This design comes from an exercise in tuning for small area, a short achievable clock period and few clock cycles per item on the open sky130 flow, not from production work. The RTL was checked by simulation tests, not by an equivalence proof against the original design.

==> flow/design.v (excerpt) <==
module jntub_core (
    input  wire        clk,
    input  wire        rst,
    input  wire        in_valid,
    output wire        in_ready,
    input  wire [31:0] in_time,
    input  wire [9:0]  in_mode,
    input  wire [9:0]  in_rate,
    input  wire [9:0]  in_range,
    input  wire        in_trig,
    output reg         out_valid,
    output wire [7:0]  out_level
);
==> flow/config.mk <==
export PLATFORM = sky130hd
export DESIGN_NAME = jntub_core
export DESIGN_NICKNAME = jntub_core
export VERILOG_FILES = /design/flow/design.v
export SDC_FILE = /design/flow/constraint.sdc
export NUM_CORES = 4
export LEC_CHECK = 0
export CAP_MARGIN = 20
export CORE_MARGIN = 2
export CORE_UTILIZATION = 60
export PLACE_DENSITY = 0.7
export SETUP_SLACK_MARGIN = 3
export SLEW_MARGIN = 20
==> flow/constraint.sdc <==
create_clock -name core_clock -period 14.0 [get_ports {clk}]
set_input_delay 2.8000 -clock core_clock [delete_from_list [all_inputs] [get_ports {clk}]]
set_output_delay 2.8000 -clock core_clock [all_outputs]
set_load 0.01 [all_outputs]
run.sh (not shown) runs the stock make flow with config.mk's settings and CLKGATE_MAP_FILE= SYNTH_SCRIPT=/design/flow/synth_recipe.tcl, a recipe that flattens the netlist after the stock synthesis.
Testbench counts at the start, summed over its fixed seeds: cycles 24,357, frames 20,000.
Rerun with:
--- a/flow/design.v
+++ b/flow/design.v
@@ -41,35 +41,33 @@
     end
 endmodule
 module jntub_div #(
     parameter K = 2
 ) (
     input  wire [31:0]  r_in,
     input  wire [31:0]  d_in,
-    input  wire [1:0]   n,
+    input  wire [5:0]   sh,
     output wire [31:0]  r_out,
-    output wire [31:0]  r_one,    
     output wire [K-1:0] q
 );
     wire [31:0] r [0:K];
     wire [31:0] d [0:K];
     assign r[0] = r_in;
     assign d[0] = d_in;
     genvar i;
     generate
         for (i = 0; i < K; i = i + 1) begin : g_step
             wire [32:0] t = {1'b0, r[i]} - {1'b0, d[i]};
-            wire        f = (n > i) && !t[32];
+            wire        f = (sh >= i) && !t[32];
             assign r[i+1]   = f ? t[31:0] : r[i];
             assign d[i+1]   = {1'b0, d[i][31:1]};
             assign q[K-1-i] = f;
         end
     endgenerate
     assign r_out = r[K];
-    assign r_one = r[1];
 endmodule
 module jntub_mode_state (
     input  wire [31:0] a,
     output reg  [5:0]  n
 );
     integer i;
     always @(*) begin
@@ -89,16 +87,17 @@
     input  wire [9:0]  in_range,
     input  wire        in_trig,
     output reg         out_valid,
     output wire [7:0]  out_level
 );
     localparam DK = 3;        
     reg  sl_mod, sl_div;      
+    reg  sl_fin;              
     reg  rp;                  
-    assign in_ready = !(sl_mod || sl_div || rp);
+    assign in_ready = !(sl_mod || sl_div || sl_fin || rp);
     wire acc = in_valid && in_ready;
     wire [1:0] m_idx, m1;
     wire [9:0] m_nlo;
     jntub_qknob #(.NV(4), .H(5), .W(2)) u_mode (
         .clk(clk), .rst(rst), .upd(acc), .raw(in_mode),
         .idx(m_idx), .nidx(m1), .nlo(m_nlo));
     wire [1:0] cr_idx, cr_nidx, cg_idx, cg_nidx;
@@ -355,42 +354,39 @@
         endcase
     end
     wire [31:0] nz_p = div_go ? {29'd0, d3_den} : P;
     wire [5:0]  lz_a, lz_b;
     jntub_mode_state u_lz_a (.a(e_raw), .n(lz_a));
     jntub_mode_state u_lz_b (.a(nz_p),  .n(lz_b));
     wire [31:0] dv_d0 = s_p << dv_cnt[4:0];
-    wire [1:0]  dv_m3 = dv_cnt % 3;
-    wire        dv_last = (dv_cnt == 6'd0);
-    wire [1:0]  dv_nc = dv_last ? 2'd1 : ((dv_m3 == 2'd0) ? 2'd3 : dv_m3);
-    wire [31:0] st_r1;
     wire [31:0] st_r;
     wire [DK-1:0] st_q;
     jntub_div #(.K(DK)) u_steps (
-        .r_in(dv_r), .d_in(dv_d0), .n(dv_nc),
-        .r_out(st_r), .r_one(st_r1), .q(st_q));
-    wire fin_mod = sl_mod && dv_last;
-    wire        f_ph   = {1'b0, st_r1, 1'b0} >= {2'b0, s_p};
+        .r_in(dv_r), .d_in(dv_d0), .sh(dv_cnt),
+        .r_out(st_r), .q(st_q));
+    wire dv_last = (dv_cnt < DK);
+    wire fin_mod = sl_fin;
+    wire        f_ph   = {1'b0, dv_r, 1'b0} >= {2'b0, s_p};
     wire        f_rise = !s_st && !f_ph;
     wire        f_fall = s_st && f_ph;
     wire        f_stop = (m_idx == 2'd1) && f_fall && (gates >= br_idx);
     wire        f_phn  = f_ph && !f_stop;
     wire        f_run  = (m_idx == 2'd1) ? (run1 && !f_stop) : 1'b1;
     assign out_level = {8{lvl}};
     always @(posedge clk) begin
         if (rst) begin
             ph <= 4'd0; prev <= 4'd0; ptrig <= 4'd0;
             rise0 <= 32'd0; rise1 <= 32'd0; rise2 <= 32'd0; rise3 <= 32'd0;
             run1 <= 1'b0; gates <= 3'd0;
             per2 <= 32'd0; per3 <= 32'd0; obs2 <= 32'd0; obs3 <= 32'd0;
             last2 <= 32'd0; last3 <= 32'd0;
             lvl <= 1'b0; out_valid <= 1'b0;
-            sl_mod <= 1'b0; sl_div <= 1'b0; rp <= 1'b0;
+            sl_mod <= 1'b0; sl_div <= 1'b0; sl_fin <= 1'b0; rp <= 1'b0;
         end else begin
-            out_valid <= (commit && !div_go) || ((sl_mod || sl_div) && dv_last);
+            out_valid <= (commit && !div_go) || sl_fin || (sl_div && dv_last);
             rp <= acc && replay;
             if (go) begin
                 prev[m]  <= prev_n;
                 ptrig[m] <= g;
                 if (m == 2'd2) obs2 <= obs_u;
                 if (m == 2'd3) obs3 <= obs_u;
             end
@@ -425,25 +421,26 @@
                 if (m_idx == 2'd1) begin
                     run1 <= f_run;
                     if (f_fall) gates <= f_stop ? 3'd0 : gates + 3'd1;
                 end
             end
             if (sl_div && dv_last)
                 lvl <= 1'b1;
+            sl_fin <= sl_mod && dv_last;
             if (start_mod || start_div) begin
                 sl_mod <= start_mod;
                 sl_div <= start_div;
             end else if (dv_last) begin
                 sl_mod <= 1'b0;
                 sl_div <= 1'b0;
             end
             if (start_div)
                 per3 <= 32'd0;
             if (sl_div)
-                per3 <= (per3 << dv_nc) | (st_q >> (2'd3 - dv_nc));
+                per3 <= (per3 << (dv_last ? dv_cnt + 6'd1 : DK)) | (st_q >> (DK - (dv_last ? dv_cnt + 6'd1 : DK)));
         end
     end
     always @(posedge clk) begin
         if (acc) begin
             s_t    <= in_time;
             s_g    <= in_trig;
             s_raw  <= in_rate;
@@ -451,11 +448,11 @@
         if (go) begin
             dv_r   <= e_raw;
             dv_cnt <= lz_b - lz_a;
             s_p    <= nz_p;
             s_st   <= st_o;
         end else begin
             dv_r   <= st_r;
-            dv_cnt <= dv_cnt - dv_nc;
+            dv_cnt <= dv_cnt - DK;
         end
     end
 endmodule
Effect: The changed run went through all stages and came out clean. Fmax came out higher by 0.82%. Global-route usage barely changes. Routed wire length drops by 2.5%. Critical path depth rises by 3. Cell area drops by 1.7%. Final cell count barely changes.
Testbench counts after the change, summed over its fixed seeds: cycles 25,232, frames 20,000.

re-timing with driven ports:
Ports are ideal in the flow. The routed layouts listed here were re-timed in OpenROAD. Step 1 assumes that a clkbuf_16 drives the clock port and a buf_2 every other input. Step 2 also shifts input and output timing later by t, the mid clock arrival at the registers, as if the neighbouring blocks saw the same clock. Three values: ideal, step 1, step 2; two values: the first two.
| run | shift t [ns] | setup slack, ns | latest minus earliest clock arrival (ns) | slew at the worst register clock pin (ns) | cell pins on the clock port's net |
|---|---|---|---|---|---|
| the first run | 0.724 | 3.073 / 3.131 / 2.407 | 0.071 / 0.071 | 0.07 / 0.07 | 1 |
| the second run | 0.744 | 3.162 / 3.218 / 2.474 | 0.088 / 0.088 | 0.08 / 0.08 | 1 |
After both steps setup and hold are still met in every run listed. The setup slack of the second run, which loses most, moves by +0.056 ns with the drivers and by -0.688 ns with both steps.
